Context: an optimization exercise on an open-source flow, tuned for small area, a short achievable clock period and few clock cycles per item. The choices shown serve that exercise and are no tape-out recipe. Function was checked by simulation only, so behaviour that the tests miss may differ from the original. The clock port is modelled as an ideal driver; clocking choices that lean on that would not hold on a real chip. Power and IR drop assume default switching activity.

==> 09-18 <==
==> flow/design.v (excerpt) <==
module quik_frame_parser (
    input  wire         clk,
    input  wire         rst_n,
    input  wire         start_valid,
    output wire         start_ready,
    input  wire [15:0]  start_len,
    input  wire         in_valid,
    output wire         in_ready,
    input  wire [7:0]   in_data,
    output wire         out_valid,
    input  wire         out_ready,
    output wire [2:0]   out_res,
    output wire [4:0]   out_kind,
    output wire [61:0]  out_type,
    output wire [61:0]  out_f0,
    output wire [61:0]  out_f1,
    output wire [61:0]  out_f2,
    output wire [61:0]  out_f3,
    output wire [61:0]  out_f4,
    output wire [61:0]  out_f5,
    output wire [61:0]  out_f6,
    output wire         out_fin,
    output wire         out_off_p,
    output wire         out_len_p,
    output wire         out_ecn_p,
    output wire         out_ft_p,
    output wire [15:0]  out_data_start,
    output wire [15:0]  out_data_len,
    output wire [4:0]   out_cid_len,
    output wire [159:0] out_cid,
    output wire [127:0] out_srt,
    output wire [63:0]  out_pdata,
    output wire [2:0]   out_err_kind,
    output wire [7:0]   out_err_sub,
    output wire [15:0]  out_err_pos
);
Settings: LEC_CHECK=0, CAP_MARGIN=20, CORE_MARGIN=2, CORE_UTILIZATION=40, SETUP_SLACK_MARGIN=5, SLEW_MARGIN=20; clock period 10.0 ns.
standard.sh (not shown) runs the stock make flow with config.mk's settings and CLKGATE_MAP_FILE= SYNTH_SCRIPT=/design/flow/synth_recipe.tcl, a recipe that flattens the netlist after the stock synthesis.
==> flow/flow/run.sh <==
#!/bin/bash
# Standard ORFS layout, with:
#  - the port buffers made of sky130_fd_sc_hd__buf_1 instead of the buffer buffer_ports
#    would pick by itself, and the input port buffers then made sky130_fd_sc_hd__buf_4
#    after global placement (flow/post_gp.tcl);
#  - one more setup repair after CTS and after global routing toward a tighter target
#    (flow/post_cts.tcl, flow/post_grt.tcl).
set -euo pipefail
export BUFFER_PORTS_ARGS="-buffer_cell sky130_fd_sc_hd__buf_1"
export POST_GLOBAL_PLACE_TCL="$(pwd)/flow/post_gp.tcl"
export POST_CTS_TCL="$(pwd)/flow/post_cts.tcl"
export POST_GLOBAL_ROUTE_TCL="$(pwd)/flow/post_grt.tcl"
bash standard.sh synth > synth.log 2>&1
bash standard.sh > layout.log 2>&1
==> flow/flow/post_cts.tcl <==
repair_timing -setup -setup_margin 6.5 -repair_tns 0 -verbose
detailed_placement
check_placement -verbose
==> flow/flow/post_gp.tcl <==
# Give the input ports a stronger buffer than the output ports: each input fans out
# to many cells, each output drives only its pin's load.
set n 0
foreach inst [get_cells input*] {
  if { [get_property $inst ref_name] == "sky130_fd_sc_hd__buf_1" } {
    replace_cell $inst sky130_fd_sc_hd__buf_4
    incr n
  }
}
puts "post_gp.tcl: resized $n input buffers to buf_4"
==> flow/flow/post_grt.tcl <==
# After global routing, repair setup timing once more with global-route parasitics
# toward the same tighter target, then re-legalize and re-route the changed nets.
estimate_parasitics -global_routing
repair_timing -setup -setup_margin 6.5 -repair_tns 0 -verbose
repair_timing -hold -hold_margin 0.05 -verbose
global_route -start_incremental
detailed_placement
global_route -end_incremental
check_placement -verbose
estimate_parasitics -global_routing
==> 02-06: changes against 09-18 <==
--- a/flow/design.v
+++ b/flow/design.v
@@ -130,16 +130,15 @@
     wire [2:0]  nm2  = (c == 2'd1) ? 3'd0 : (c == 2'd2) ? 3'd2 : 3'd6;    
     wire [3:0]  nbytes = (c == 2'd1) ? 4'd2 : (c == 2'd2) ? 4'd4 : 4'd8;
     wire        bz  = (b == 8'd0);
     wire        bz6 = (b[5:0] == 6'd0);
     wire [2:0] tgt = (fld == F_GAP) ? 3'd5 : (fld == F_RLEN) ? 3'd6 : fld[2:0];
     wire st_blk  = ~((st == S_TYPE) | (st == S_IDLE) | (st == S_DRAIN) | (st == S_ERRW) | (st == S_EMITF));
     wire blocked = ov & ((o_all & st_blk) | (g_rng & (st == S_VAR) & f_fld56));
-    reg  hold_r;
-    wire hold = hold_r;
+    wire hold = pend | blocked;
     wire [15:0] d_off   = ({16{sel_off0}} & R0[15:0]) | ({16{sel_off1}} & R1[15:0]);
     wire [15:0] d_len   = sel_len0 ? R0[15:0] : sel_len1 ? R1[15:0] : R2[15:0];
     wire [16:0] dsum    = {1'b0, d_off} + {1'b0, d_len};
     wire        n_chi_w = dhi | (to_end & (d_off > rem));
     wire [16:0] d_cnt   = to_end ? {1'b0, rem} : dsum;
     wire [16:0] cnt     = R4[16:0];
     wire        cnt1    = (cnt == 17'd1);
@@ -147,16 +146,14 @@
     wire [16:0] cnt_dec = cnt - 17'd1;
     wire        d_bad   = chi | (cnt > {1'b0, rem});
     wire [15:0] addend  = (st == S_CHECK) ? d_off : (16'd0 - {12'd0, errd});
     wire [15:0] comp_lo = pos + addend;                           
     wire [15:0] comp_hi = to_end ? (rem - d_off) : d_len;         
     wire [15:0] pos1    = pos + 16'd1;
     reg  in_ready_r, start_ready_r;
-    reg        e_var, e_cidl, e_cid, e_srt;
-    reg  [6:0] e_tgt;
     assign in_ready    = in_ready_r;
     assign start_ready = start_ready_r;
     wire take  = in_valid & in_ready;
     wire start = start_valid & start_ready;
     wire slot_free = ~ov | out_ready;
     reg [3:0]  n_st, n_fld;
     reg        n_vfirst;
@@ -448,26 +445,28 @@
     endgenerate
     wire        wr_ok = ~hold;
     wire [7:0]  var_en [0:6];
     genvar gr;
     generate
         for (gr = 0; gr < 7; gr = gr + 1) begin : g_ven
             for (gl = 0; gl < 8; gl = gl + 1) begin : g_vl
-                assign var_en[gr][gl] = e_var & e_tgt[gr] & (vfirst | (lane == gl));
+                assign var_en[gr][gl] = wr_ok & (st == S_VAR) & (tgt == gr) &
+                                        (vfirst | (lane == gl));
             end
         end
     endgenerate
     wire [19:0] cid_en;
     wire [15:0] srt_en;
     generate
         for (gl = 0; gl < 20; gl = gl + 1) begin : g_cen
-            assign cid_en[gl] = e_cidl | (e_cid & (fcnt == gl));
+            assign cid_en[gl] = wr_ok & ((st == S_CIDL) |
+                                         (((st == S_CID) | ((st == S_FIXED) & t_path)) & (fcnt == gl)));
         end
         for (gl = 0; gl < 16; gl = gl + 1) begin : g_sen
-            assign srt_en[gl] = e_srt & (fcnt == gl);
+            assign srt_en[gl] = wr_ok & (st == S_FIXED) & t_ncid & (fcnt == gl);
         end
     endgenerate
     wire [7:0] en0 = var_en[0];
     wire [7:0] en1 = var_en[1];
     wire [7:0] en2 = var_en[2] | {1'b0, cid_en[6:0]};
     wire [7:0] en3 = var_en[3] | {1'b0, cid_en[13:7]};
     wire [7:0] en4 = var_en[4] | {1'b0, srt_en[0], cid_en[19:14]};
@@ -504,24 +503,21 @@
             vfirst <= 1'b1;
             rem    <= 16'd0;
             rem_z  <= 1'b1;
             pos    <= 16'd0;
             pend   <= 1'b0;
             ov     <= 1'b0;
         end else begin
-            st <= n_st; fld <= n_fld; vfirst <= n_vfirst; lane <= n_lane;
+            st <= n_st; fld <= n_fld; vfirst <= n_vfirst; lane <= n_lane; T <= n_T;
             thi <= n_thi; dz <= n_dz; vz <= n_vz; vhi <= n_vhi; dhi <= n_dhi;
-            if ((st == S_TYPE) & take) begin
-                T        <= b[4:0];
-                sel_off0 <= (b[4:0] == 5'h06);
-                sel_off1 <= (b[4:3] == 2'b01) & b[2];
-                sel_len0 <= (b[4:0] == 5'h07);
-                sel_len1 <= (b[4:0] == 5'h06);
-                to_end   <= (b[4:3] == 2'b01) & ~b[1];
-            end
+            sel_off0 <= (n_T == 5'h06);
+            sel_off1 <= (n_T[4:3] == 2'b01) & n_T[2];
+            sel_len0 <= (n_T == 5'h07);
+            sel_len1 <= (n_T == 5'h06);
+            to_end   <= (n_T[4:3] == 2'b01) & ~n_T[1];
             f_fld56  <= (n_fld == F_5) | (n_fld == F_6) | (n_fld == F_GAP) | (n_fld == F_RLEN); 
             fcnt <= n_fcnt; cidlen <= n_cidlen; chi <= n_chi; r2z <= n_r2z;
             if (start) begin
                 rem   <= start_len;
                 rem_z <= (start_len == 16'd0);
                 pos   <= 16'd0;
             end else if (take) begin
@@ -578,39 +574,27 @@
     end
     wire n_rem_z   = start ? (start_len == 16'd0) : take ? (rem == 16'd1) : rem_z;
     wire n_pend    = (pend & slot_free) ? 1'b0 : (rec_any & ~slot_free) ? 1'b1 : pend;
     wire n_ov      = slot_free ? ld_valid : ov;
     wire n_o_all   = nx_fr & ~(nx_T == 5'h00 | nx_T == 5'h01 | nx_T == 5'h1e);
     wire n_g_rng   = (nx_cls == 2'd1);
     wire n_fld56   = (n_fld == F_5) | (n_fld == F_6) | (n_fld == F_GAP) | (n_fld == F_RLEN);
-    wire n_to_end  = ((st == S_TYPE) & take) ? ((b[4:3] == 2'b01) & ~b[1]) : to_end;
-    wire [4:0] n_Tt = ((st == S_TYPE) & take) ? b[4:0] : T;
+    wire n_to_end  = (n_T[4:3] == 2'b01) & ~n_T[1];
     wire n_st_blk  = ~((n_st == S_TYPE) | (n_st == S_IDLE) | (n_st == S_DRAIN) |
                        (n_st == S_ERRW) | (n_st == S_EMITF));
     wire n_blocked = n_ov & ((n_o_all & n_st_blk) | (n_g_rng & (n_st == S_VAR) & n_fld56));
     wire n_st_ok   = (n_st == S_TYPE) | (n_st == S_VAR) | (n_st == S_SKIP) | (n_st == S_CIDL) |
                      (n_st == S_CID) | (n_st == S_FIXED) | (n_st == S_DRAIN) |
                      ((n_st == S_CHK2) & (n_to_end | ~n_dz));
     always @(posedge clk) begin
         if (!rst_n) begin
             in_ready_r    <= 1'b0;
             start_ready_r <= 1'b1;
-            hold_r        <= 1'b0;
-            e_var         <= 1'b0;
-            e_cidl        <= 1'b0;
-            e_cid         <= 1'b0;
-            e_srt         <= 1'b0;
         end else begin
             in_ready_r    <= ~n_rem_z & ~n_pend & ~n_blocked & n_st_ok;
-            hold_r        <= n_pend | n_blocked;
-            e_var         <= ~(n_pend | n_blocked) & (n_st == S_VAR);
-            e_tgt         <= 7'd1 << ((n_fld == F_GAP) ? 3'd5 : (n_fld == F_RLEN) ? 3'd6 : n_fld[2:0]);
-            e_cidl        <= ~(n_pend | n_blocked) & (n_st == S_CIDL);
-            e_cid         <= ~(n_pend | n_blocked) & ((n_st == S_CID) | ((n_st == S_FIXED) & (n_Tt[4:1] == 4'b1101)));
-            e_srt         <= ~(n_pend | n_blocked) & (n_st == S_FIXED) & (n_Tt == 5'h18);
             start_ready_r <= ~n_pend & ((n_st == S_IDLE) |
                                         (((n_st == S_TYPE) & n_vfirst) | (n_st == S_DRAIN)) & n_rem_z);
         end
     end
     wire [159:0] cid_w = {R2[7:0], R2[15:8], R2[23:16], R2[31:24], R2[39:32], R2[47:40], R2[55:48],
                           R3[7:0], R3[15:8], R3[23:16], R3[31:24], R3[39:32], R3[47:40], R3[55:48],
                           R4[7:0], R4[15:8], R4[23:16], R4[31:24], R4[39:32], R4[47:40]};
==> 11-20: changes against 09-18 <==
--- a/flow/design.v
+++ b/flow/design.v
@@ -66,14 +66,15 @@
     reg         vz;           
     reg         vhi;          
     reg         dhi;          
     reg         sel_off0, sel_off1, sel_len0, sel_len1, to_end;
     reg         f_fld56;      
     reg [4:0]   fcnt;         
     reg [4:0]   cidlen;
+    reg         tk;           
     reg         chi;          
     reg         r2z;          
     reg         pend;         
     reg [1:0]   pcls;         
     reg [61:0]  R0n, R1n, R2n, R3n, R4n, R5n, R6n;
     reg [7:0]   En;
     wire [61:0] R0 = ~R0n, R1 = ~R1n, R2 = ~R2n, R3 = ~R3n, R4 = ~R4n, R5 = ~R5n, R6 = ~R6n;
@@ -130,35 +131,37 @@
     wire [2:0]  nm2  = (c == 2'd1) ? 3'd0 : (c == 2'd2) ? 3'd2 : 3'd6;    
     wire [3:0]  nbytes = (c == 2'd1) ? 4'd2 : (c == 2'd2) ? 4'd4 : 4'd8;
     wire        bz  = (b == 8'd0);
     wire        bz6 = (b[5:0] == 6'd0);
     wire [2:0] tgt = (fld == F_GAP) ? 3'd5 : (fld == F_RLEN) ? 3'd6 : fld[2:0];
     wire st_blk  = ~((st == S_TYPE) | (st == S_IDLE) | (st == S_DRAIN) | (st == S_ERRW) | (st == S_EMITF));
     wire blocked = ov & ((o_all & st_blk) | (g_rng & (st == S_VAR) & f_fld56));
-    reg  hold_r;
-    wire hold = hold_r;
+    wire hold = pend | blocked;
     wire [15:0] d_off   = ({16{sel_off0}} & R0[15:0]) | ({16{sel_off1}} & R1[15:0]);
     wire [15:0] d_len   = sel_len0 ? R0[15:0] : sel_len1 ? R1[15:0] : R2[15:0];
     wire [16:0] dsum    = {1'b0, d_off} + {1'b0, d_len};
     wire        n_chi_w = dhi | (to_end & (d_off > rem));
     wire [16:0] d_cnt   = to_end ? {1'b0, rem} : dsum;
+    wire [16:0] d_cnt_m = to_end ? {1'b0, rem - 16'd1} : ({1'b0, d_off} + {1'b0, d_len} + 17'h1ffff);
+    wire        chk_one = ~dhi & (to_end ? ((rem == 16'd1) & (d_off[15:1] == 15'd0)) : (dsum == 17'd1));
     wire [16:0] cnt     = R4[16:0];
     wire        cnt1    = (cnt == 17'd1);
     wire        cnt0    = (cnt == 17'd0);
     wire [16:0] cnt_dec = cnt - 17'd1;
     wire        d_bad   = chi | (cnt > {1'b0, rem});
     wire [15:0] addend  = (st == S_CHECK) ? d_off : (16'd0 - {12'd0, errd});
     wire [15:0] comp_lo = pos + addend;                           
     wire [15:0] comp_hi = to_end ? (rem - d_off) : d_len;         
     wire [15:0] pos1    = pos + 16'd1;
-    reg  in_ready_r, start_ready_r;
-    reg        e_var, e_cidl, e_cid, e_srt;
-    reg  [6:0] e_tgt;
-    assign in_ready    = in_ready_r;
-    assign start_ready = start_ready_r;
+    assign in_ready = ~rem_z & ~hold &
+                      ((st == S_TYPE) | (st == S_VAR) | (st == S_SKIP) | (st == S_CIDL) |
+                       (st == S_CID) | (st == S_FIXED) | (st == S_DRAIN) |
+                       (((st == S_CHECK) | (st == S_CHK2)) & (to_end | ~dz)));
+    assign start_ready = ~pend & ((st == S_IDLE) |
+                                  (((st == S_TYPE) & vfirst) | (st == S_DRAIN)) & rem_z);
     wire take  = in_valid & in_ready;
     wire start = start_valid & start_ready;
     wire slot_free = ~ov | out_ready;
     reg [3:0]  n_st, n_fld;
     reg        n_vfirst;
     reg [2:0]  n_lane;
     reg [4:0]  n_T;
@@ -324,21 +327,25 @@
                             rec_frame = 1'b1; n_st = S_TYPE;
                         end
                     end
                 end
                 S_CHECK: begin
                     wr_comp = 1'b1;
                     cnt_ld  = 1'b1;
+                    if (take) cnt_val = d_cnt_m;
                     n_chi   = n_chi_w;
-                    n_st    = S_CHK2;
+                    if (take & chk_one) begin
+                        rec_frame = 1'b1; n_st = S_TYPE;
+                    end else
+                        n_st = S_CHK2;
                 end
                 S_CHK2: begin
                     cnt_dec_en = take;
                     if (d_bad)
-                        error(E_DEOF, {3'd0, take});
+                        error(E_DEOF, {2'd0, take & tk, take ^ tk});
                     else if ((to_end ? rem_z : dz) | (take & cnt1)) begin
                         rec_frame = 1'b1; n_st = S_TYPE;
                     end else
                         n_st = S_SKIP;
                 end
                 S_SKIP: begin
                     cnt_dec_en = take;
@@ -403,15 +410,15 @@
                            ((T == 5'h05) | (T == 5'h11) | (T == 5'h15)) ? (fld == F_1) :
                            ~(t_crypto | t_ntok | t_stream | t_ncid | t_cc);
     wire        fdone_v  = (st == S_VAR) & take & (vfirst ? (c == 2'd0) : (lane == 3'd0));
     wire        t1_rec   = (b[4:0] == 5'h00) | (b[4:0] == 5'h01) | (b[4:0] == 5'h1e);
     wire        rec_t    = (st == S_TYPE) & take & t1_rec &
                            (vfirst ? ((c == 2'd0) & ~b[5]) : ((lane == 3'd0) & ~thi & (b[7:5] == 3'd0)));
     wire        rec_chk2 = (st == S_CHK2) & ~d_bad & ((to_end ? rem_z : dz) | (take & cnt1));
-    wire        rec_skip = (st == S_SKIP) & take & cnt1;
+    wire        rec_skip = ((st == S_SKIP) & take & cnt1) | ((st == S_CHECK) & take & chk_one);
     wire        rec_fix  = (st == S_FIXED) & take & ~((fcnt == 5'd0) & (t_ncid ? lt16 : lt8)) &
                            (fcnt == (t_ncid ? 5'd15 : 5'd7));
     wire        rec_fr_f = rec_t | (fdone_v & last_var) | (~hold & (rec_chk2 | (st == S_EMITF))) |
                            rec_skip | rec_fix;
     wire        rec_rg_f = fdone_v & (fld == F_RLEN);
     wire        rec_en_f = ~pend & rem_z & (((st == S_TYPE) & vfirst) | (st == S_DRAIN));
     wire        rec_any  = rec_fr_f | rec_rg_f | rec_en_f;
@@ -421,15 +428,16 @@
                            (st == S_VAR) ? E_VEOF :
                            (st == S_CIDL) ? (rem_z ? E_CLEOF : E_CTL) :
                            (st == S_CID) ? E_CEOF :
                            (st == S_FIXED) ? E_FEOF : E_DEOF;
     wire [3:0]  err_d    = (st == S_TYPE) ? ((vshort | (c == 2'd0)) ? 4'd1 : nbytes) :
                            (st == S_VAR) ? {3'd0, ~rem_z} :
                            (st == S_CIDL) ? {3'd0, ~rem_z} :
-                           (st == S_CID) ? {2'd0, take, ~take} : {3'd0, take};
+                           (st == S_CID) ? {2'd0, take, ~take} :
+                           (st == S_CHK2) ? {2'd0, take & tk, take ^ tk} : {3'd0, take};
     wire        err_ld   = (st == S_ERRW) & ~ov;
     wire [1:0]  cls_now  = ((st == S_VAR) & (fld == F_RLEN)) ? 2'd1 :
                            ((st == S_TYPE) & rem_z) | (st == S_DRAIN) ? 2'd2 : 2'd0;
     wire [1:0]  ld_cls   = pend ? pcls : (st == S_ERRW) ? 2'd3 : cls_now;
     wire        ld_valid = pend | rec_any | err_ld;
     wire [4:0]  tsrc     = ((st == S_TYPE) & ~pend) ? b[4:0] : T;
     wire s_str = (tsrc[4:3] == 2'b01);
@@ -448,26 +456,28 @@
     endgenerate
     wire        wr_ok = ~hold;
     wire [7:0]  var_en [0:6];
     genvar gr;
     generate
         for (gr = 0; gr < 7; gr = gr + 1) begin : g_ven
             for (gl = 0; gl < 8; gl = gl + 1) begin : g_vl
-                assign var_en[gr][gl] = e_var & e_tgt[gr] & (vfirst | (lane == gl));
+                assign var_en[gr][gl] = wr_ok & (st == S_VAR) & (tgt == gr) &
+                                        (vfirst | (lane == gl));
             end
         end
     endgenerate
     wire [19:0] cid_en;
     wire [15:0] srt_en;
     generate
         for (gl = 0; gl < 20; gl = gl + 1) begin : g_cen
-            assign cid_en[gl] = e_cidl | (e_cid & (fcnt == gl));
+            assign cid_en[gl] = wr_ok & ((st == S_CIDL) |
+                                         (((st == S_CID) | ((st == S_FIXED) & t_path)) & (fcnt == gl)));
         end
         for (gl = 0; gl < 16; gl = gl + 1) begin : g_sen
-            assign srt_en[gl] = e_srt & (fcnt == gl);
+            assign srt_en[gl] = wr_ok & (st == S_FIXED) & t_ncid & (fcnt == gl);
         end
     endgenerate
     wire [7:0] en0 = var_en[0];
     wire [7:0] en1 = var_en[1];
     wire [7:0] en2 = var_en[2] | {1'b0, cid_en[6:0]};
     wire [7:0] en3 = var_en[3] | {1'b0, cid_en[13:7]};
     wire [7:0] en4 = var_en[4] | {1'b0, srt_en[0], cid_en[19:14]};
@@ -504,24 +514,21 @@
             vfirst <= 1'b1;
             rem    <= 16'd0;
             rem_z  <= 1'b1;
             pos    <= 16'd0;
             pend   <= 1'b0;
             ov     <= 1'b0;
         end else begin
-            st <= n_st; fld <= n_fld; vfirst <= n_vfirst; lane <= n_lane;
+            st <= n_st; fld <= n_fld; vfirst <= n_vfirst; lane <= n_lane; T <= n_T;
             thi <= n_thi; dz <= n_dz; vz <= n_vz; vhi <= n_vhi; dhi <= n_dhi;
-            if ((st == S_TYPE) & take) begin
-                T        <= b[4:0];
-                sel_off0 <= (b[4:0] == 5'h06);
-                sel_off1 <= (b[4:3] == 2'b01) & b[2];
-                sel_len0 <= (b[4:0] == 5'h07);
-                sel_len1 <= (b[4:0] == 5'h06);
-                to_end   <= (b[4:3] == 2'b01) & ~b[1];
-            end
+            sel_off0 <= (n_T == 5'h06);
+            sel_off1 <= (n_T[4:3] == 2'b01) & n_T[2];
+            sel_len0 <= (n_T == 5'h07);
+            sel_len1 <= (n_T == 5'h06);
+            to_end   <= (n_T[4:3] == 2'b01) & ~n_T[1];
             f_fld56  <= (n_fld == F_5) | (n_fld == F_6) | (n_fld == F_GAP) | (n_fld == F_RLEN); 
             fcnt <= n_fcnt; cidlen <= n_cidlen; chi <= n_chi; r2z <= n_r2z;
             if (start) begin
                 rem   <= start_len;
                 rem_z <= (start_len == 16'd0);
                 pos   <= 16'd0;
             end else if (take) begin
@@ -533,14 +540,15 @@
                 pend <= 1'b0;
             else if (rec_any & ~slot_free) begin
                 pend <= 1'b1;
                 pcls <= cls_now;
             end
             if (slot_free)
                 ov <= ld_valid;
+            tk <= (st == S_CHECK) & take;
             if (err_wr) begin
                 ecode <= err_code;
                 errd  <= err_d;
             end
         end
     end
     reg  [1:0] o_cls;
@@ -572,49 +580,14 @@
         gn_data <= ~(nx_fr & (nx_T == 5'h06 | nx_T == 5'h07 | nx_str | nx_T == 5'h1c | nx_T == 5'h1d));
         gn_cid  <= ~(nx_fr & (nx_T == 5'h18));
         gn_pd   <= ~(nx_fr & (nx_T[4:1] == 4'b1101));
         o_all   <= nx_fr & ~(nx_T == 5'h00 | nx_T == 5'h01 | nx_T == 5'h1e);
         gn_rng  <= ~(nx_cls == 2'd1);
         gn_err  <= ~(nx_cls == 2'd3);
     end
-    wire n_rem_z   = start ? (start_len == 16'd0) : take ? (rem == 16'd1) : rem_z;
-    wire n_pend    = (pend & slot_free) ? 1'b0 : (rec_any & ~slot_free) ? 1'b1 : pend;
-    wire n_ov      = slot_free ? ld_valid : ov;
-    wire n_o_all   = nx_fr & ~(nx_T == 5'h00 | nx_T == 5'h01 | nx_T == 5'h1e);
-    wire n_g_rng   = (nx_cls == 2'd1);
-    wire n_fld56   = (n_fld == F_5) | (n_fld == F_6) | (n_fld == F_GAP) | (n_fld == F_RLEN);
-    wire n_to_end  = ((st == S_TYPE) & take) ? ((b[4:3] == 2'b01) & ~b[1]) : to_end;
-    wire [4:0] n_Tt = ((st == S_TYPE) & take) ? b[4:0] : T;
-    wire n_st_blk  = ~((n_st == S_TYPE) | (n_st == S_IDLE) | (n_st == S_DRAIN) |
-                       (n_st == S_ERRW) | (n_st == S_EMITF));
-    wire n_blocked = n_ov & ((n_o_all & n_st_blk) | (n_g_rng & (n_st == S_VAR) & n_fld56));
-    wire n_st_ok   = (n_st == S_TYPE) | (n_st == S_VAR) | (n_st == S_SKIP) | (n_st == S_CIDL) |
-                     (n_st == S_CID) | (n_st == S_FIXED) | (n_st == S_DRAIN) |
-                     ((n_st == S_CHK2) & (n_to_end | ~n_dz));
-    always @(posedge clk) begin
-        if (!rst_n) begin
-            in_ready_r    <= 1'b0;
-            start_ready_r <= 1'b1;
-            hold_r        <= 1'b0;
-            e_var         <= 1'b0;
-            e_cidl        <= 1'b0;
-            e_cid         <= 1'b0;
-            e_srt         <= 1'b0;
-        end else begin
-            in_ready_r    <= ~n_rem_z & ~n_pend & ~n_blocked & n_st_ok;
-            hold_r        <= n_pend | n_blocked;
-            e_var         <= ~(n_pend | n_blocked) & (n_st == S_VAR);
-            e_tgt         <= 7'd1 << ((n_fld == F_GAP) ? 3'd5 : (n_fld == F_RLEN) ? 3'd6 : n_fld[2:0]);
-            e_cidl        <= ~(n_pend | n_blocked) & (n_st == S_CIDL);
-            e_cid         <= ~(n_pend | n_blocked) & ((n_st == S_CID) | ((n_st == S_FIXED) & (n_Tt[4:1] == 4'b1101)));
-            e_srt         <= ~(n_pend | n_blocked) & (n_st == S_FIXED) & (n_Tt == 5'h18);
-            start_ready_r <= ~n_pend & ((n_st == S_IDLE) |
-                                        (((n_st == S_TYPE) & n_vfirst) | (n_st == S_DRAIN)) & n_rem_z);
-        end
-    end
     wire [159:0] cid_w = {R2[7:0], R2[15:8], R2[23:16], R2[31:24], R2[39:32], R2[47:40], R2[55:48],
                           R3[7:0], R3[15:8], R3[23:16], R3[31:24], R3[39:32], R3[47:40], R3[55:48],
                           R4[7:0], R4[15:8], R4[23:16], R4[31:24], R4[39:32], R4[47:40]};
     wire [127:0] srt_w = {R4[55:48],
                           R5[7:0], R5[15:8], R5[23:16], R5[31:24], R5[39:32], R5[47:40], R5[55:48],
                           R6[7:0], R6[15:8], R6[23:16], R6[31:24], R6[39:32], R6[47:40], R6[55:48],
                           E};
==> flow/flow/run.sh (replaced) <==
#!/bin/bash
# Standard ORFS layout, with:
#  - the port buffers made of sky130_fd_sc_hd__buf_1 instead of the buffer buffer_ports
#    would pick by itself, and the input port buffers then made sky130_fd_sc_hd__buf_4
#    after global placement (flow/post_gp.tcl);
#  - one more setup repair after CTS toward a tighter target (flow/post_cts.tcl).
set -euo pipefail
export BUFFER_PORTS_ARGS="-buffer_cell sky130_fd_sc_hd__buf_1"
export POST_GLOBAL_PLACE_TCL="$(pwd)/flow/post_gp.tcl"
export POST_CTS_TCL="$(pwd)/flow/post_cts.tcl"
bash standard.sh synth > synth.log 2>&1
bash standard.sh > layout.log 2>&1
==> flow/flow/post_cts.tcl (replaced) <==
repair_timing -setup -setup_margin 6.2 -repair_tns 100 -verbose
detailed_placement
check_placement -verbose
removed: flow/flow/post_grt.tcl
==> comparison <==
Core utilization: 09-18 < 02-06 < 11-20. Wire length, lowest first: 09-18, 02-06, 11-20. Area after synthesis, lowest first: 02-06, 09-18, 11-20. Worst setup slack, lowest first: 09-18, 11-20, 02-06. Clock skew, highest first: 11-20, 02-06, 09-18. Sequential share of layout area: 09-18 is higher than 11-20 (4.5 points). Cell area: 11-20 > 02-06 > 09-18. The lowest total power belongs to 09-18, the highest to 11-20. Of 11-20 and 02-06, 11-20 has the higher sequential power (gap 26%, measured against 02-06). 09-18 finished clean. 02-06 finished clean. 11-20 passed the timing, design-rule and antenna checks.
==> figures <==
Run status: 02-06 complete, no violations; 11-20 complete, no violations; 09-18 complete, no violations
Largest clock skew in the final design: 02-06 53.8 ps; 11-20 57.0 ps; 09-18 39.7 ps
Post-route met1 wirelength: 02-06 70.8 mm; 11-20 75.9 mm; 09-18 64.2 mm
Total number of cells along the worst setup path: 02-06 7; 11-20 13; 09-18 14
Die span in y: 02-06 283 um; 11-20 286 um; 09-18 283 um
Starting density of the core: 02-06 40.2%; 11-20 40.3%; 09-18 40.3%
Initial detailed-routing violation count: 02-06 5482; 11-20 5555; 09-18 4517
Sequential fraction of design power: 02-06 38.2%; 11-20 32.6%; 09-18 43.3%
Reg-to-Reg End: 02-06 R1n[14]; 11-20 pcls[0]; 09-18 R4n[14]
Sequential cell area fraction in the yosys report: 02-06 51.8%; 11-20 50.5%; 09-18 52.5%
Internal power summed over all cells: 02-06 4.71 mW; 11-20 5.73 mW; 09-18 4.27 mW
Combinational share of power: 02-06 23.0%; 11-20 44.1%; 09-18 18.6%
Met3 Resource Use GR: 02-06 22.6%; 11-20 24.4%; 09-18 16.1%
First-pass iteration count of the detailed router: 02-06 9; 11-20 6; 09-18 6
Wirelength per Cell: 02-06 33.9 um; 11-20 34.9 um; 09-18 33.3 um
Share of the final layout cell area in sequential cells: 02-06 40.8%; 11-20 38.5%; 09-18 43.0%
Clock edge transition at the registers on the reported setup and hold paths: 02-06 70 ps; 11-20 70 ps; 09-18 60 ps
Worst min-delay path endpoint: 02-06 o_cls[0]; 11-20 pos[6]; 09-18 pos[14]
Maximum vdd drop: 02-06 142 uV; 11-20 182 uV; 09-18 157 uV
Clock network area share: 02-06 5.98%; 11-20 5.04%; 09-18 5.41%
Testbench counts of 09-18, summed over its fixed seeds: cycles 166,662, bytes 160,634.
Testbench counts of 02-06, summed over its fixed seeds: cycles 166,662, bytes 160,634.
Testbench counts of 11-20, summed over its fixed seeds: cycles 163,681, bytes 160,634.

[what the ideal ports hide]
Ports are ideal in the flow. The routed layouts listed here were re-timed in OpenROAD. Step 1 sets driving cells, clkbuf_16 on the clock port and buf_2 on the other inputs (assumed; they add their load-dependent delay and slew). Step 2 times the ports against the registers' clock, not the clock port: input delays grow and output delays shrink by t, the midpoint of the rising clock arrivals with the driver on. Three values: no drivers, after step 1, after step 2; two values: the first two.
| run | shift t [ns] | setup WS [ns] | worst hold slack (ns) |
|---|---|---|---|
| 09-18 | 0.735 | 5.609 / 5.562 / 4.863 | 0.543 / 0.543 / 0.543 |
| 02-06 | 0.724 | 5.927 / 5.927 / 5.307 | 0.516 / 0.516 / 0.516 |
| 11-20 | 0.728 | 5.891 / 5.870 / 5.339 | 0.516 / 0.516 / 0.516 |
After both steps setup and hold are still met in every run listed. The setup slack of 09-18, which loses most, moves by -0.047 ns with the drivers and by -0.746 ns with both steps.
